Background: an optimization exercise with open tools, aiming at small area, a short achievable clock period and few clock cycles per item. Do not read the settings as production practice.
In this exercise RTL edits were held to simulation tests only and were not proved equivalent to the original.

==> 05-12: inputs <==
==> flow/design.v <==
module vesc_cmd_encoder (
    input  wire        clk,
    input  wire        rst,          
    input  wire        in_valid,
    output wire        in_ready,
    input  wire [2:0]  in_cmd,       
    input  wire [63:0] in_arg,       
    output reg         out_valid,
    input  wire        out_ready,
    output reg  [1:0]  out_status,   
    output reg  [3:0]  out_len,      
    output reg  [79:0] out_frame     
);
    reg v0, v1, xv;
    reg rdy;                               
    wire adv = ~xv;                        
    wire ld  = ~out_valid | out_ready;     
    assign in_ready = rdy;
    reg [2:0]  c0;
    reg [63:0] a0;
    reg        kA, kB, kC, kD, sv0;
    always @(posedge clk) begin
        if (adv) begin
            c0  <= in_cmd;
            a0  <= in_arg;
            kA  <= (in_cmd == 3'd0) | (in_cmd == 3'd1) | (in_cmd == 3'd5);    
            kB  <= (in_cmd == 3'd3) | (in_cmd == 3'd4) | (in_cmd == 3'd7);    
            kC  <= (in_cmd == 3'd2);                                          
            kD  <= (in_cmd == 3'd6);                                          
            sv0 <= (in_cmd == 3'd7);
        end
    end
    function geq_t(input [52:0] mv, input [52:0] tv);
        reg [63:0] g, e;
        integer i, l;
        begin
            g = 64'd0;
            e = {64{1'b1}};
            for (i = 0; i < 53; i = i + 1) begin
                g[i] = mv[i] & ~tv[i];
                e[i] = ~(mv[i] ^ tv[i]);
            end
            for (l = 1; l < 64; l = l * 2)
                for (i = 0; i < 64; i = i + 2 * l) begin
                    g[i] = g[i + l] | (e[i + l] & g[i]);
                    e[i] = e[i + l] & e[i];
                end
            geq_t = g[0] | e[0];
        end
    endfunction
    wire has_arg0 = c0[2] | c0[1];
    wire        s0      = a0[63];
    wire [10:0] e0      = a0[62:52];
    wire [51:0] f0      = a0[51:0];
    wire        enz0    = |e0;
    wire [52:0] m0      = {enz0, f0};
    wire [10:0] eeff0   = {e0[10:1], e0[0] | ~enz0};
    wire        nonfin0 = &e0;
    wire        fnz0    = |f0;
    wire        gt_one0 = e0[10] | ((e0 == 11'h3FF) & fnz0);
    wire        dom0    = kC ? gt_one0 :
                          sv0 ? (gt_one0 | (s0 & (enz0 | fnz0))) : 1'b0;
    wire [12:0] sh0    = (kA ? 13'd1055 : kB ? 13'd1045 : kC ? 13'd1038 : 13'd1035) - {2'b0, eeff0};
    wire        shneg0 = sh0[12];
    wire        zero0  = ~has_arg0 | (~sh0[12] & (sh0[11:0] > 12'd34));
    wire        dp = kA | (kB & geq_t(m0, 53'd4611686018427388)) |
                     (kC & geq_t(m0, 53'd5902958103587057)) |
                     (kD & geq_t(m0, 53'd4722366482869646));
    wire [69:0] mw = {17'd0, m0};
    wire [69:0] t1 = mw << 14;
    wire [69:0] t2 = ~((kB ? (mw << 9) : 70'd0) | (kC ? (mw << 12) : 70'd0) |
                       (kD ? (mw << 10) : 70'd0)) & {70{~kA}};
    wire [69:0] t3 = (kB ? (mw << 7) : 70'd0) | ((kC | kD) ? (mw << 8) : 70'd0);
    wire [69:0] t4 = kC ? ~(mw << 6) : kD ? (mw << 3) : 70'd0;
    wire [69:0] t5 = (kC ? (mw << 4) : 70'd0) | (kD ? mw : 70'd0);
    wire [69:0] t6 = kC ? (mw << 2) : 70'd0;
    reg  [69:0] th;
    integer j;
    always @(*) begin
        th = {56'd0, dp, ~dp, 12'd0};
        for (j = 33; j < 70; j = j + 1)
            th[j] = s0 ? (j - 33 >= sh0[5:0]) : (j - 33 == sh0[5:0]);
    end
    wire [69:0] ww = t1 + t2 + t3 + t4 + t5 + t6 + th + {68'd0, kC, ~kA};    
    wire [35:0] r0 = ww[69:34];
    reg [35:0] r1;
    reg [2:0]  c1;
    reg        s1, zero1, nonfin1, rng1;
    reg [5:0]  sh1;
    always @(posedge clk) begin
        if (adv) begin
            r1 <= r0; c1 <= c0; s1 <= s0; sh1 <= sh0[5:0];
            zero1 <= zero0; nonfin1 <= nonfin0 & has_arg0; rng1 <= has_arg0 & (dom0 | shneg0);
        end
    end
    wire        zq1   = zero1 | r1[35];
    wire [35:0] f     = r1 >> sh1;
    wire [31:0] q1    = zq1 ? 32'd0 : (f[31:0] ^ {32{s1}});
    wire        ovf1  = ~zq1 & (|f[35:31]);
    wire [1:0]  st1   = nonfin1 ? 2'd1 : (rng1 | ovf1) ? 2'd2 : 2'd0;
    reg [31:0] qx;
    reg [1:0]  stx;
    reg [2:0]  cx;
    always @(posedge clk) begin
        if (adv) begin
            qx <= q1; stx <= st1; cx <= c1;
        end
    end
    wire [31:0] q      = xv ? qx : q1;
    wire [1:0]  status = xv ? stx : st1;
    wire [2:0]  c3     = xv ? cx : c1;
    wire        ok     = (status == 2'd0);
    wire        has_arg3 = c3[2] | c3[1];
    wire        w2_3     = (c3 == 3'd7);
    wire        w4_3     = has_arg3 & ~w2_3;
    reg  [7:0]  cmd_id3;
    always @(*) begin
        case (c3)
            3'd0: cmd_id3 = 8'h00;
            3'd1: cmd_id3 = 8'h04;
            3'd2: cmd_id3 = 8'h05;
            3'd3: cmd_id3 = 8'h06;
            3'd4: cmd_id3 = 8'h07;
            3'd5: cmd_id3 = 8'h08;
            3'd6: cmd_id3 = 8'h09;
            default: cmd_id3 = 8'h0C;
        endcase
    end
    function [15:0] crc16_byte(input [15:0] crc_in, input [7:0] data);
        integer b;
        reg [15:0] cc;
        begin
            cc = crc_in ^ {data, 8'h00};
            for (b = 0; b < 8; b = b + 1)
                cc = cc[15] ? ((cc << 1) ^ 16'h1021) : (cc << 1);
            crc16_byte = cc;
        end
    endfunction
    function [15:0] crc_q(input [31:0] qq);
        crc_q = crc16_byte(crc16_byte(crc16_byte(crc16_byte(16'h0, qq[31:24]), qq[23:16]),
                                      qq[15:8]), qq[7:0]);
    endfunction
    reg [15:0] crc_c;
    always @(*) begin
        case (c3)
            3'd0:    crc_c = crc16_byte(16'h0, 8'h00);
            3'd1:    crc_c = crc16_byte(16'h0, 8'h04);
            3'd7:    crc_c = crc16_byte(crc16_byte(crc16_byte(16'h0, 8'h0C), 8'h00), 8'h00);
            default: crc_c = crc16_byte(crc16_byte(crc16_byte(crc16_byte(crc16_byte(16'h0,
                                 cmd_id3), 8'h00), 8'h00), 8'h00), 8'h00);
        endcase
    end
    wire [15:0] crc = crc_c ^ crc_q(q);
    reg [79:0] frame;
    reg [3:0]  flen;
    always @(*) begin
        frame = 80'd0;
        flen  = 4'd0;
        if (ok) begin
            if (w4_3) begin
                flen  = 4'd10;
                frame = {8'h02, 8'h05, cmd_id3, q, crc, 8'h03};
            end else if (w2_3) begin
                flen  = 4'd8;
                frame = {8'h02, 8'h03, 8'h0C, q[15:0], crc, 8'h03, 16'd0};
            end else begin
                flen  = 4'd6;
                frame = {8'h02, 8'h01, cmd_id3, crc, 8'h03, 32'd0};
            end
        end
    end
    wire src_v = xv | (v1 & adv);
    wire xv_n  = ~rst & ~ld & (xv | v1);
    always @(posedge clk) begin
        if (rst) begin
            v0 <= 1'b0; v1 <= 1'b0; out_valid <= 1'b0;
        end else begin
            if (adv) begin
                v0 <= in_valid;
                v1 <= v0;
            end
            out_valid <= ld ? src_v : 1'b1;
        end
        xv  <= xv_n;
        rdy <= ~xv_n;
    end
    always @(posedge clk) begin
        if (ld) begin
            out_status <= status;
            out_len    <= flen;
            out_frame  <= frame;
        end
    end
endmodule
==> flow/flow/run.sh <==
#!/bin/bash
set -euo pipefail
bash standard.sh finish 'BUFFER_PORTS_ARGS=-buffer_cell sky130_fd_sc_hd__buf_2' SETUP_SLACK_MARGIN=27.6 TNS_END_PERCENT=100 > standard_finish.log 2>&1
==> flow/standard.sh <==
#!/bin/bash
# synth_recipe.tcl (not shown) runs the flow's synth.tcl, then flattens the netlist and writes it again
# the make line also repeats each setting of config.mk as NAME=value (left out here)
make -C /OpenROAD-flow-scripts/flow DESIGN_CONFIG=/design/flow/config.mk WORK_HOME=/design/flow/orfs CLKGATE_MAP_FILE= SYNTH_SCRIPT=/design/flow/synth_recipe.tcl "${@:-finish}"
==> flow/config.mk <==
export PLATFORM = sky130hd
export DESIGN_NAME = vesc_cmd_encoder
export DESIGN_NICKNAME = vesc_cmd_encoder
export VERILOG_FILES = /design/flow/design.v
export SDC_FILE = /design/flow/constraint.sdc
export NUM_CORES = 4
export LEC_CHECK = 0
export CAP_MARGIN = 20
export CORE_MARGIN = 2
export CORE_UTILIZATION = 40
export SETUP_SLACK_MARGIN = 2
export SLEW_MARGIN = 20
==> flow/constraint.sdc <==
create_clock -name core_clock -period 36.0 [get_ports {clk}]
set_input_delay 7.2000 -clock core_clock [delete_from_list [all_inputs] [get_ports {clk}]]
set_output_delay 7.2000 -clock core_clock [all_outputs]
set_load 0.01 [all_outputs]
==> 11-08: changes against 05-12 <==
--- a/flow/design.v
+++ b/flow/design.v
@@ -75,14 +75,8 @@
     wire [69:0] t5 = (kC ? (mw << 4) : 70'd0) | (kD ? mw : 70'd0);
     wire [69:0] t6 = kC ? (mw << 2) : 70'd0;
-    reg  [69:0] th;
-    integer j;
-    always @(*) begin
-        th = {56'd0, dp, ~dp, 12'd0};
-        for (j = 33; j < 70; j = j + 1)
-            th[j] = s0 ? (j - 33 >= sh0[5:0]) : (j - 33 == sh0[5:0]);
-    end
+    wire [69:0] th = {56'd0, dp, ~dp, 12'd0};
     wire [69:0] ww = t1 + t2 + t3 + t4 + t5 + t6 + th + {68'd0, kC, ~kA};    
-    wire [35:0] r0 = ww[69:34];
-    reg [35:0] r1;
+    wire [34:0] r0 = ww[67:33];                
+    reg [34:0] r1;
     reg [2:0]  c1;
     reg        s1, zero1, nonfin1, rng1;
@@ -94,9 +88,10 @@
         end
     end
-    wire        zq1   = zero1 | r1[35];
-    wire [35:0] f     = r1 >> sh1;
-    wire [31:0] q1    = zq1 ? 32'd0 : (f[31:0] ^ {32{s1}});
-    wire        ovf1  = ~zq1 & (|f[35:31]);
-    wire [1:0]  st1   = nonfin1 ? 2'd1 : (rng1 | ovf1) ? 2'd2 : 2'd0;
+    wire [34:0] h     = zero1 ? 35'd0 : (r1 >> sh1);
+    wire [33:0] phi   = h[34:1];
+    wire [32:0] q33   = ({1'b0, phi[31:0]} ^ {33{s1}}) + {32'd0, h[0] ^ s1};
+    wire [31:0] q1    = q33[31:0];
+    wire        werr1 = (|phi[33:32]) | (q33[32] ^ q33[31]);
+    wire [1:0]  st1   = nonfin1 ? 2'd1 : (rng1 | werr1) ? 2'd2 : 2'd0;
     reg [31:0] qx;
     reg [1:0]  stx;
==> flow/flow/run.sh (replaced) <==
#!/bin/bash
set -euo pipefail
bash standard.sh finish 'BUFFER_PORTS_ARGS=-buffer_cell sky130_fd_sc_hd__buf_2' \
    SETUP_SLACK_MARGIN=27.6 TNS_END_PERCENT=100 CORE_UTILIZATION=55 \
    > standard_finish.log 2>&1
==> 09-07: changes against 05-12 <==
--- a/flow/design.v
+++ b/flow/design.v
@@ -31,22 +31,4 @@
         end
     end
-    function geq_t(input [52:0] mv, input [52:0] tv);
-        reg [63:0] g, e;
-        integer i, l;
-        begin
-            g = 64'd0;
-            e = {64{1'b1}};
-            for (i = 0; i < 53; i = i + 1) begin
-                g[i] = mv[i] & ~tv[i];
-                e[i] = ~(mv[i] ^ tv[i]);
-            end
-            for (l = 1; l < 64; l = l * 2)
-                for (i = 0; i < 64; i = i + 2 * l) begin
-                    g[i] = g[i + l] | (e[i + l] & g[i]);
-                    e[i] = e[i + l] & e[i];
-                end
-            geq_t = g[0] | e[0];
-        end
-    endfunction
     wire has_arg0 = c0[2] | c0[1];
     wire        s0      = a0[63];
@@ -64,7 +46,4 @@
     wire        shneg0 = sh0[12];
     wire        zero0  = ~has_arg0 | (~sh0[12] & (sh0[11:0] > 12'd34));
-    wire        dp = kA | (kB & geq_t(m0, 53'd4611686018427388)) |
-                     (kC & geq_t(m0, 53'd5902958103587057)) |
-                     (kD & geq_t(m0, 53'd4722366482869646));
     wire [69:0] mw = {17'd0, m0};
     wire [69:0] t1 = mw << 14;
@@ -75,28 +54,32 @@
     wire [69:0] t5 = (kC ? (mw << 4) : 70'd0) | (kD ? mw : 70'd0);
     wire [69:0] t6 = kC ? (mw << 2) : 70'd0;
-    reg  [69:0] th;
-    integer j;
-    always @(*) begin
-        th = {56'd0, dp, ~dp, 12'd0};
-        for (j = 33; j < 70; j = j + 1)
-            th[j] = s0 ? (j - 33 >= sh0[5:0]) : (j - 33 == sh0[5:0]);
-    end
-    wire [69:0] ww = t1 + t2 + t3 + t4 + t5 + t6 + th + {68'd0, kC, ~kA};    
-    wire [35:0] r0 = ww[69:34];
-    reg [35:0] r1;
+    wire [69:0] ww  = t1 + t2 + t3 + t4 + t5 + t6 + {57'd0, 1'b1, 10'd0, kC, ~kA};
+    wire [34:0] r0  = ww[67:33];               
+    wire        ci0 = ww[66] & (&ww[32:12]);   
+    reg [34:0] r1;
     reg [2:0]  c1;
-    reg        s1, zero1, nonfin1, rng1;
+    reg        s1, zero1, nonfin1, rng1, ci1;
     reg [5:0]  sh1;
     always @(posedge clk) begin
         if (adv) begin
-            r1 <= r0; c1 <= c0; s1 <= s0; sh1 <= sh0[5:0];
+            r1 <= r0; ci1 <= ci0; c1 <= c0; s1 <= s0; sh1 <= sh0[5:0];
             zero1 <= zero0; nonfin1 <= nonfin0 & has_arg0; rng1 <= has_arg0 & (dom0 | shneg0);
         end
     end
-    wire        zq1   = zero1 | r1[35];
-    wire [35:0] f     = r1 >> sh1;
-    wire [31:0] q1    = zq1 ? 32'd0 : (f[31:0] ^ {32{s1}});
-    wire        ovf1  = ~zq1 & (|f[35:31]);
-    wire [1:0]  st1   = nonfin1 ? 2'd1 : (rng1 | ovf1) ? 2'd2 : 2'd0;
+    wire [34:0] g     = zero1 ? 35'd0 : (r1 >> sh1);
+    reg  [34:0] pa;                            
+    integer k;
+    always @(*) begin
+        pa[0] = r1[0];
+        for (k = 1; k < 35; k = k + 1)
+            pa[k] = pa[k - 1] & r1[k];
+    end
+    wire        low1  = (sh1 == 6'd0) | pa[sh1 - 6'd1];
+    wire        c2    = ci1 & low1 & ~zero1;
+    wire [33:0] phi   = g[34:1];
+    wire [32:0] q33   = ({1'b0, phi[31:0]} ^ {33{s1}}) + {32'd0, (g[0] | c2) ^ s1};
+    wire [31:0] q1    = q33[31:0];
+    wire        werr1 = (|phi[33:32]) | (q33[32] ^ q33[31]);
+    wire [1:0]  st1   = nonfin1 ? 2'd1 : (rng1 | werr1) ? 2'd2 : 2'd0;
     reg [31:0] qx;
     reg [1:0]  stx;
==> comparison table <==
Detail Route met2 WL: 11-08 35.2 mm; 05-12 34.4 mm; 09-07 37.0 mm
Run status: 11-08 no timing/DRC/antenna violations; 05-12 no timing/DRC/antenna violations; 09-07 no timing/DRC/antenna violations
Netlist cell types: 11-08 111; 05-12 94; 09-07 112
Post-route fraction of the period consumed by the critical path: 11-08 23.1%; 05-12 23.2%; 09-07 23.3%
Sw frac: 11-08 45.7%; 05-12 49.4%; 09-07 46.9%
Number of cells upsized or downsized after cts: 11-08 2; 05-12 3; 09-07 0
Total number of vias: 11-08 19,900; 05-12 19,800; 09-07 19,900
Number of inserted filler cells in the final layout: 11-08 3,882; 05-12 5,998; 09-07 6,002
Clock net sink count: 11-08 222; 05-12 223; 09-07 223
Post-layout min period: 11-08 8.32 ns; 05-12 8.36 ns; 09-07 8.38 ns
Sequential portion of the cell area: 11-08 23.7%; 05-12 22.8%; 09-07 23.4%
Slack of the critical path: 11-08 27.68 ns; 05-12 27.64 ns; 09-07 27.62 ns
Data arrival time at the worst-slack endpoint: 11-08 1.12 ns; 05-12 1.16 ns; 09-07 1.18 ns
Vias in the first global route: 11-08 20,100; 05-12 19,500; 09-07 20,300
Library cell with the highest instance count after synthesis: 11-08 sky130_fd_sc_hd__inv_1; 05-12 sky130_fd_sc_hd__nand2_1; 09-07 sky130_fd_sc_hd__inv_1
Routed length on met1: 11-08 30.3 mm; 05-12 32.9 mm; 09-07 32.1 mm
Testbench counts of 05-12, summed over its fixed seeds: cycles 8,024, items 8,000.
Testbench counts of 11-08, summed over its fixed seeds: cycles 8,024, items 8,000.
Testbench counts of 09-07, summed over its fixed seeds: cycles 8,024, items 8,000.

==> what the ideal ports hide <==
Ports are ideal in the flow. The routed layouts listed here were re-timed in OpenROAD. Step 1 (the two cells are an assumption about what drives the block):
set clk [get_ports {clk}]
set_driving_cell -lib_cell sky130_fd_sc_hd__clkbuf_16 $clk
set_driving_cell -lib_cell sky130_fd_sc_hd__buf_2 [delete_from_list [all_inputs] $clk]
Step 2 adds t to the input delays and takes it off the output delays; t is the mean of the earliest and latest rising clock arrival at the registers after step 1. Input paths then give back, and output paths get back, about the clock's delay inside the block. Slacks: ideal ports / drivers / drivers and shift; pairs: ideal ports / drivers.
run	t (ns)	setup slack, ns	worst setup path after step 2
05-12	0.635	27.642 / 27.586 / 27.517	input to register
11-08	0.599	27.676 / 27.617 / 27.535	input to register
09-07	0.649	27.625 / 27.552 / 27.468	input to register
After both steps every run listed still meets setup and hold. The setup slack of 09-07, which loses most, moves by -0.073 ns with the drivers and by -0.157 ns with both steps.
